Source: an optimization exercise on an open RTL-to-GDS flow (aim: small area, a short achievable clock period and few clock cycles per item). Production flows keep margins and buffers that such runs may drop. The RTL was checked by simulation tests, not by an equivalence proof against the original design. No activity file was given, so power comes from the tool's default toggle rates.

Design pan_volume_mixer, start of the top module:
module pan_volume_mixer (
    input  wire               clk,
    input  wire               rst,           
    input  wire               in_valid,
    output wire               in_ready,
    input  wire               in_play,       
    input  wire signed [15:0] in_sample,     
    input  wire               in_am_en,      
    input  wire        [2:0]  in_am_depth,   
    input  wire        [7:0]  in_am_phase,   
    input  wire        [9:0]  in_eg_level,   
    input  wire        [3:0]  in_pan,        
    input  wire        [6:0]  in_tl,         
    output reg                out_valid,
    output reg  signed [15:0] out_l,
    output reg  signed [15:0] out_r
);
    localparam NUM_VOICES = 28;
    assign in_ready = 1'b1;
    reg               v0;
    reg               play0;
    reg signed [15:0] smp0;
    reg        [2:0]  depth0;
    reg        [7:0]  wave0;      
    reg        [9:0]  eg0;
    reg        [3:0]  pan0;
    reg        [6:0]  tl0;
    always @(posedge clk) begin
        v0     <= in_valid && !rst;
        play0  <= in_play && in_valid;
        smp0   <= in_sample;
        depth0 <= in_am_en ? in_am_depth : 3'd0;
        wave0  <= in_am_phase[7] ? {in_am_phase[6:0], 1'b0} : ~{in_am_phase[6:0], 1'b0};
        eg0    <= in_eg_level;
        pan0   <= in_pan;
        tl0    <= in_tl;
    end
    wire [8:0] ascale;
  ...
Size: about 3800 cells after synthesis.
export LEC_CHECK = 0
export CAP_MARGIN = 20
export CORE_MARGIN = 2
export CORE_UTILIZATION = 40
export SLEW_MARGIN = 20
export SYNTH_MEMORY_MAX_BITS = 65536
create_clock -name core_clock -period 30.0 [get_ports {clk}]
standard.sh (not shown) runs the stock make flow with config.mk's settings and CLKGATE_MAP_FILE= SYNTH_SCRIPT=/design/flow/synth_recipe.tcl, a recipe that flattens the netlist after the stock synthesis.
==> flow/flow/run.sh <==
#!/bin/bash
# Own flow: the standard layout (standard.sh), with
#  - the synthesis run through flow/synth_wrap.tcl, which only swaps the ABC
#    mapping script for the area-oriented flow/area.abc (registers are mapped
#    before ABC and stay exactly as the standard synthesis makes them);
#  - Yosys's synth without its internal quick ABC pass (-noabc), so that the
#    adder extraction sees the multiplier trees' full adders as written;
#  - the port buffers as plain buf_2 cells.
set -euo pipefail
W=$(pwd)
export FLOW_WORK=$W
export FLOW_ABC_SCRIPT=$W/flow/area.abc
bash standard.sh SYNTH_SCRIPT=$W/flow/synth_wrap.tcl SYNTH_ARGS=-noabc SETUP_SLACK_MARGIN=23.3 GPL_TIMING_DRIVEN=0 CORE_UTILIZATION=60 \
  "BUFFER_PORTS_ARGS=-buffer_cell sky130_fd_sc_hd__buf_2" finish > $W/flow_make.log 2>&1
==> flow/flow/area.abc <==
strash
dc2
strash
&get -n
&dch -f
&nf {D}
&put
==> flow/flow/synth_wrap.tcl <==
# The standard synthesis (synth_recipe.tcl, unchanged), with one difference:
# the final ABC mapping runs the area-oriented script in flow/area.abc
# instead of ORFS's delay-oriented one. Registers are mapped before ABC and
# are left exactly as the standard synthesis makes them.
proc abc {args} {
  set i [lsearch -exact $args -script]
  if {$i >= 0} {
    set args [lreplace $args $i [expr {$i + 1}] -script $::env(FLOW_ABC_SCRIPT)]
  }
  yosys abc {*}$args
}
source $::env(FLOW_WORK)/synth_recipe.tcl
The first run completed with no timing, DRC or antenna violations.
Testbench counts at the start, summed over its fixed seeds: cycles 35,888, slots 35,840.
Then changed:
--- a/flow/flow/run.sh
+++ b/flow/flow/run.sh
@@ -12,3 +12,3 @@
 export FLOW_ABC_SCRIPT=$W/flow/area.abc
-bash standard.sh SYNTH_SCRIPT=$W/flow/synth_wrap.tcl SYNTH_ARGS=-noabc SETUP_SLACK_MARGIN=23.3 GPL_TIMING_DRIVEN=0 CORE_UTILIZATION=60 \
+bash standard.sh SYNTH_SCRIPT=$W/flow/synth_wrap.tcl SYNTH_ARGS=-noabc SETUP_SLACK_MARGIN=23.1 CORE_UTILIZATION=45 CTS_CLUSTER_SIZE=30 CTS_CLUSTER_DIAMETER=100 \
   "BUFFER_PORTS_ARGS=-buffer_cell sky130_fd_sc_hd__buf_2" finish > $W/flow_make.log 2>&1
Hold slack gets better by 0.0058 ns. Non-clock buffer count shrinks by 1. Setup slack gains 0.12 ns. Synthesized area does not change. Combinational power fell by about 9%. Design area falls by 2.2%. Power came out lower by 12%. Via count came out lower by 10%. Sequential cell count stays the same. Register-to-register slack improves by 0.58 ns. Core utilization fell by 18 points.
Then changed:
--- a/flow/flow/run.sh
+++ b/flow/flow/run.sh
@@ -12,3 +12,3 @@
 export FLOW_ABC_SCRIPT=$W/flow/area.abc
-bash standard.sh SYNTH_SCRIPT=$W/flow/synth_wrap.tcl SYNTH_ARGS=-noabc SETUP_SLACK_MARGIN=23.1 CORE_UTILIZATION=45 CTS_CLUSTER_SIZE=30 CTS_CLUSTER_DIAMETER=100 \
+bash standard.sh SYNTH_SCRIPT=$W/flow/synth_wrap.tcl SYNTH_ARGS=-noabc SETUP_SLACK_MARGIN=23.3 CORE_UTILIZATION=65 \
   "BUFFER_PORTS_ARGS=-buffer_cell sky130_fd_sc_hd__buf_2" finish > $W/flow_make.log 2>&1
Effect:
- Now the flow failed in 5_1_grt (GRT-0232)
- synthesized area does not change
- synthesized cell count is unchanged
Then changed:
--- a/flow/flow/run.sh
+++ b/flow/flow/run.sh
@@ -12,3 +12,3 @@
 export FLOW_ABC_SCRIPT=$W/flow/area.abc
-bash standard.sh SYNTH_SCRIPT=$W/flow/synth_wrap.tcl SYNTH_ARGS=-noabc SETUP_SLACK_MARGIN=23.3 CORE_UTILIZATION=65 \
+bash standard.sh SYNTH_SCRIPT=$W/flow/synth_wrap.tcl SYNTH_ARGS=-noabc \
   "BUFFER_PORTS_ARGS=-buffer_cell sky130_fd_sc_hd__buf_2" finish > $W/flow_make.log 2>&1
Result:
- Now the flow ran to the end with no violations
- area after synthesis stays the same
- synthesized cell count is unchanged
Then changed:
--- a/flow/flow/run.sh
+++ b/flow/flow/run.sh
@@ -12,3 +12,3 @@
 export FLOW_ABC_SCRIPT=$W/flow/area.abc
-bash standard.sh SYNTH_SCRIPT=$W/flow/synth_wrap.tcl SYNTH_ARGS=-noabc \
+bash standard.sh SYNTH_SCRIPT=$W/flow/synth_wrap.tcl SYNTH_ARGS=-noabc SETUP_SLACK_MARGIN=23.1 CORE_UTILIZATION=45 PLACE_DENSITY=0.5 CTS_CLUSTER_SIZE=30 CTS_CLUSTER_DIAMETER=100 \
   "BUFFER_PORTS_ARGS=-buffer_cell sky130_fd_sc_hd__buf_2" finish > $W/flow_make.log 2>&1
What happened: The new run finished with timing, DRC and antenna clean. Design area is lower slightly. Area after synthesis is unchanged. Global-route usage is higher by 5.5 points. Routed wire length is higher by a little under a tenth. Cell count is lower by a few percent. Critical path depth is lower by 24. Die area is lower by roughly a tenth.
Then changed:
--- a/flow/flow/run.sh
+++ b/flow/flow/run.sh
@@ -7,3 +7,7 @@
 #    adder extraction sees the multiplier trees' full adders as written;
-#  - the port buffers as plain buf_2 cells.
+#  - the port buffers as plain buf_2 cells;
+#  - timing repair asked to reach a setup slack of 23.5 ns at the design's
+#    30 ns clock (the SDC is unchanged), since the area-mapped logic is
+#    otherwise left at whatever delay it has;
+#  - a denser core and larger clock-tree sink clusters.
 set -euo pipefail
@@ -12,3 +16,4 @@
 export FLOW_ABC_SCRIPT=$W/flow/area.abc
-bash standard.sh SYNTH_SCRIPT=$W/flow/synth_wrap.tcl SYNTH_ARGS=-noabc SETUP_SLACK_MARGIN=23.1 CORE_UTILIZATION=45 PLACE_DENSITY=0.5 CTS_CLUSTER_SIZE=30 CTS_CLUSTER_DIAMETER=100 \
+bash standard.sh SYNTH_SCRIPT=$W/flow/synth_wrap.tcl SYNTH_ARGS=-noabc \
+  SETUP_SLACK_MARGIN=23.5 CORE_UTILIZATION=45 CTS_CLUSTER_SIZE=30 CTS_CLUSTER_DIAMETER=100 \
   "BUFFER_PORTS_ARGS=-buffer_cell sky130_fd_sc_hd__buf_2" finish > $W/flow_make.log 2>&1
==> flow/flow/area.abc (replaced) <==
strash
dc2
dch -f
amap
strash
dc2
&get -n
&dch -f
&nf -R 1000
&put
Result: Sequential share of layout area is lower by 0.90 points; maximum frequency is lower by 7.4%; area after synthesis is lower by 1.5%; final area is higher by 7.6%; critical path depth is higher by 36; sequential power is lower by about 3%.

* * *

red:
Starting RTL as in the previous note.
==> flow/config.mk <==
export PLATFORM = sky130hd
export DESIGN_NAME = pan_volume_mixer
export DESIGN_NICKNAME = pan_volume_mixer
export VERILOG_FILES = /design/flow/design.v
export SDC_FILE = /design/flow/constraint.sdc
export NUM_CORES = 4
export LEC_CHECK = 0
export CAP_MARGIN = 20
export CORE_MARGIN = 2
export CORE_UTILIZATION = 40
export SLEW_MARGIN = 20
export SYNTH_MEMORY_MAX_BITS = 65536
==> flow/constraint.sdc <==
create_clock -name core_clock -period 30.0 [get_ports {clk}]
set_input_delay 6.0000 -clock core_clock [delete_from_list [all_inputs] [get_ports {clk}]]
set_output_delay 6.0000 -clock core_clock [all_outputs]
set_load 0.01 [all_outputs]
run.sh (not shown) runs the stock make flow with config.mk's settings and CLKGATE_MAP_FILE= SYNTH_SCRIPT=/design/flow/synth_recipe.tcl, a recipe that flattens the netlist after the stock synthesis.
Stock flow here: none of the scripts above is used.
Per the final summary, red finished and its layout is clean on timing, DRC and antenna.
Testbench counts of red, summed over its fixed seeds: cycles 35,888, slots 35,840.
Input changes introduced in blue (baseline for comparison: red):
==> flow/flow/run.sh (new file) <==
#!/bin/bash
# Own flow: the standard layout (standard.sh), with
#  - the synthesis run through flow/synth_wrap.tcl, which only swaps the ABC
#    mapping script for the area-oriented flow/area.abc (registers are mapped
#    before ABC and stay exactly as the standard synthesis makes them);
#  - Yosys's synth without its internal quick ABC pass (-noabc), so that the
#    adder extraction sees the multiplier trees' full adders as written;
#  - the port buffers as plain buf_2 cells.
set -euo pipefail
W=$(pwd)
export FLOW_WORK=$W
export FLOW_ABC_SCRIPT=$W/flow/area.abc
bash standard.sh SYNTH_SCRIPT=$W/flow/synth_wrap.tcl SYNTH_ARGS=-noabc SETUP_SLACK_MARGIN=23.5 CORE_UTILIZATION=45 CTS_CLUSTER_SIZE=30 CTS_CLUSTER_DIAMETER=100 \
  "BUFFER_PORTS_ARGS=-buffer_cell sky130_fd_sc_hd__buf_2" finish > $W/flow_make.log 2>&1
==> flow/flow/area.abc (new file) <==
strash
dc2
strash
&get -n
&dch -f
&nf {D}
&put
==> flow/flow/synth_wrap.tcl (new file) <==
# The standard synthesis (synth_recipe.tcl, unchanged), with one difference:
# the final ABC mapping runs the area-oriented script in flow/area.abc
# instead of ORFS's delay-oriented one. Registers are mapped before ABC and
# are left exactly as the standard synthesis makes them.
proc abc {args} {
  set i [lsearch -exact $args -script]
  if {$i >= 0} {
    set args [lreplace $args $i [expr {$i + 1}] -script $::env(FLOW_ABC_SCRIPT)]
  }
  yosys abc {*}$args
}
source $::env(FLOW_WORK)/synth_recipe.tcl
==> flow/standard.sh (new file) <==
#!/bin/bash
# synth_recipe.tcl (not shown) runs the flow's synth.tcl, then flattens the netlist and writes it again
# the make line also repeats each setting of config.mk as NAME=value (left out here)
make -C /OpenROAD-flow-scripts/flow DESIGN_CONFIG=/design/flow/config.mk WORK_HOME=/design/flow/orfs CLKGATE_MAP_FILE= SYNTH_SCRIPT=/design/flow/synth_recipe.tcl "${@:-finish}"
removed: flow/run.sh
blue finished end to end and its layout was clean on timing, DRC and antenna. Comparing red and blue, register fraction of the total cell area is higher on blue. The layout overhead on the synthesized area reported for blue is greater than that of red by 6.2 points. blue vs. red: minimum clock period shrank by 0.46 ns; total power rose about 3.4%. red ended up with out_l[8] as its critical path capture point; blue ended up with out_r[15]. Compared with red, in blue total area of multi-input combinational cells went down 6200 um2; area after synthesis went down 10000 um2. Looking at number of global-route vias before repair across red and blue, the one that comes out lower is blue. Re setup slack: red and blue aren't equal, and the higher value belongs to blue. Max routed wire length across red and blue: red.
What green does differently from blue at the input level:
--- a/flow/flow/run.sh
+++ b/flow/flow/run.sh
@@ -13 +13 @@
-bash standard.sh SYNTH_SCRIPT=$W/flow/synth_wrap.tcl SYNTH_ARGS=-noabc SETUP_SLACK_MARGIN=23.5 CORE_UTILIZATION=45 CTS_CLUSTER_SIZE=30 CTS_CLUSTER_DIAMETER=100 \
+bash standard.sh SYNTH_SCRIPT=$W/flow/synth_wrap.tcl SYNTH_ARGS=-noabc SETUP_SLACK_MARGIN=23.3 \
Results
- Core footprint (green vs. blue) increases by more than 10%
- Against blue, sum of internal, switching and leakage power in green rose slightly.
- Summary — met1 layer wirelength in the final routing, green relative to blue: higher, by 0.82%.
- Compared with blue, green shows power dissipated in sequential cells that has gone down by a few percent.
- green was carried through to the last stage, and its layout satisfied the timing, DRC and antenna checks.
- The standard cells in green occupy more silicon area than those in blue do.
- Diff blue -> green | layout net count | up slightly
- Compared green against blue; worst clock skew within noise.
- Comparing final non-filler cell total for green and blue, the bigger number came from green.

* * *

pan_volume_mixer, a different RTL version from the one above (not shown whole).
Size in the first run: ~87 I/O pins.
export LEC_CHECK = 0
export CAP_MARGIN = 20
export CORE_MARGIN = 2
export CORE_UTILIZATION = 40
export SLEW_MARGIN = 20
export SYNTH_MEMORY_MAX_BITS = 65536
create_clock -name core_clock -period 30.0 [get_ports {clk}]
standard.sh (not shown) runs the stock make flow with config.mk's settings and CLKGATE_MAP_FILE= SYNTH_SCRIPT=/design/flow/synth_recipe.tcl, a recipe that flattens the netlist after the stock synthesis.
==> flow/flow/run.sh <==
#!/bin/bash
# Own flow: the standard layout (standard.sh), with
#  - the synthesis run through flow/synth_wrap.tcl, which only swaps the ABC
#    mapping script for the area-oriented flow/area.abc (registers are mapped
#    before ABC and stay exactly as the standard synthesis makes them);
#  - Yosys's synth without its internal quick ABC pass (-noabc), so that the
#    adder extraction sees the multiplier trees' full adders as written;
#  - the port buffers as plain buf_2 cells;
#  - a denser core (45 %) and clock-tree sink clusters of up to 30 flip-flops.
# make's own output goes to flow_make.log; each ORFS step logs under orfs/logs.
set -euo pipefail
W=$(pwd)
export FLOW_WORK=$W
export FLOW_ABC_SCRIPT=$W/flow/area.abc
bash standard.sh SYNTH_SCRIPT=$W/flow/synth_wrap.tcl SYNTH_ARGS=-noabc \
  SETUP_SLACK_MARGIN=23.5 CORE_UTILIZATION=45 GPL_TIMING_DRIVEN=0 CTS_CLUSTER_SIZE=30 CTS_CLUSTER_DIAMETER=100 \
  "BUFFER_PORTS_ARGS=-buffer_cell sky130_fd_sc_hd__buf_2" finish > $W/flow_make.log 2>&1
==> flow/flow/area.abc <==
strash
dc2
strash
&get -n
&dch -f
&nf {D}
&put
==> flow/flow/synth_wrap.tcl <==
# The standard synthesis (synth_recipe.tcl, unchanged), with one difference:
# the final ABC mapping runs the area-oriented script in flow/area.abc
# instead of ORFS's delay-oriented one. Registers are mapped before ABC and
# are left exactly as the standard synthesis makes them.
proc abc {args} {
  set i [lsearch -exact $args -script]
  if {$i >= 0} {
    set args [lreplace $args $i [expr {$i + 1}] -script $::env(FLOW_ABC_SCRIPT)]
  }
  yosys abc {*}$args
}
source $::env(FLOW_WORK)/synth_recipe.tcl
The starting point finished with timing, DRC and antenna clean.
Testbench counts at the start, summed over its fixed seeds: cycles 35,888, slots 35,840.
Then changed:
--- a/flow/flow/run.sh
+++ b/flow/flow/run.sh
@@ -15,3 +15,3 @@
 bash standard.sh SYNTH_SCRIPT=$W/flow/synth_wrap.tcl SYNTH_ARGS=-noabc \
-  SETUP_SLACK_MARGIN=23.5 CORE_UTILIZATION=45 GPL_TIMING_DRIVEN=0 CTS_CLUSTER_SIZE=30 CTS_CLUSTER_DIAMETER=100 \
+  SETUP_SLACK_MARGIN=23.5 CORE_UTILIZATION=45 CTS_CLUSTER_SIZE=30 CTS_CLUSTER_DIAMETER=100 \
   "BUFFER_PORTS_ARGS=-buffer_cell sky130_fd_sc_hd__buf_2" finish > $W/flow_make.log 2>&1
Result:
- The new run went through all stages and came out clean
- synthesized area is unchanged
- design area falls by 0.38%
- non-clock buffer count grows by 23
- sequential cell count does not change
- power hardly moves
- die area does not change
- synthesized cell count stays the same
- core utilization fell by 0.20 points
- via count went up by 0.47%
- clock skew goes up by 0.0094 ns
Then changed:
--- a/flow/flow/run.sh
+++ b/flow/flow/run.sh
@@ -15,3 +15,3 @@
 bash standard.sh SYNTH_SCRIPT=$W/flow/synth_wrap.tcl SYNTH_ARGS=-noabc \
-  SETUP_SLACK_MARGIN=23.5 CORE_UTILIZATION=45 CTS_CLUSTER_SIZE=30 CTS_CLUSTER_DIAMETER=100 \
+  SETUP_SLACK_MARGIN=23.1 CORE_UTILIZATION=45 CTS_CLUSTER_SIZE=30 CTS_CLUSTER_DIAMETER=100 \
   "BUFFER_PORTS_ARGS=-buffer_cell sky130_fd_sc_hd__buf_2" finish > $W/flow_make.log 2>&1
Via count barely changes.
Register-to-register slack is worse by 0.23 ns.
Design area is about the same.
Area after synthesis is unchanged.
Clock power rose by about 1%.
Critical path depth stays the same.
Sequential cell count does not change.
Routed wire length fell by 2.0%.
Global-route usage fell by 0.45 points.
Die area is unchanged.
Count of clock-buffer cells in the layout is unchanged.

## separate check: timing with driven ports
Ports are ideal in the flow. The routed layouts listed here were re-timed in OpenROAD.
Step 1 sets driving cells, clkbuf_16 on the clock port and buf_2 on the other inputs (assumed; they add their load-dependent delay and slew).
Step 2 adds t to the input delays and takes it off the output delays; t is the mean of the earliest and latest rising clock arrival at the registers after step 1. Input paths then give back, and output paths get back, about the clock's delay inside the block.
Slacks: ideal / step 1 / step 2; pairs: ideal / step 1.
| run | t, ns | setup WS [ns] | worst hold slack (ns) | worst setup path after step 2 | pins driven straight from the clock port |
|---|---|---|---|---|---|
| the first run of note 1 | 0.682 | 22.875 / 22.807 / 22.909 | 0.325 / 0.325 / 0.325 | register to register | 1 |
| the second run of note 1 | 0.609 | 22.994 / 22.929 / 23.379 | 0.331 / 0.331 / 0.331 | input to register | 1 |
| the fourth run of note 1 | 0.634 | 22.615 / 22.615 / 22.615 | 0.325 / 0.325 / 0.325 | register to register | 1 |
| the fifth run of note 1 | 0.622 | 22.943 / 22.873 / 23.328 | 0.331 / 0.331 / 0.331 | input to register | 1 |
| the sixth run of note 1 | 0.623 | 22.378 / 22.378 / 22.378 | 0.325 / 0.325 / 0.325 | register to register | 1 |
| red | 0.663 | 22.537 / 22.470 / 22.823 | 0.318 / 0.318 / 0.318 | input to register | 1 |
| blue | 0.615 | 22.993 / 22.926 / 23.357 | 0.329 / 0.329 / 0.329 | input to register | 1 |
| green | 0.620 | 22.931 / 22.862 / 23.322 | 0.319 / 0.319 / 0.319 | input to register | 1 |
| the first run of note 3 | 0.635 | 22.935 / 22.866 / 23.344 | 0.323 / 0.323 / 0.323 | input to register | 1 |
| the second run of note 3 | 0.654 | 22.943 / 22.871 / 23.338 | 0.327 / 0.327 / 0.327 | input to register | 1 |
| the third run of note 3 | 0.637 | 22.934 / 22.865 / 23.329 | 0.298 / 0.298 / 0.298 | input to register | 1 |
After both steps setup and hold are still met in every run listed.
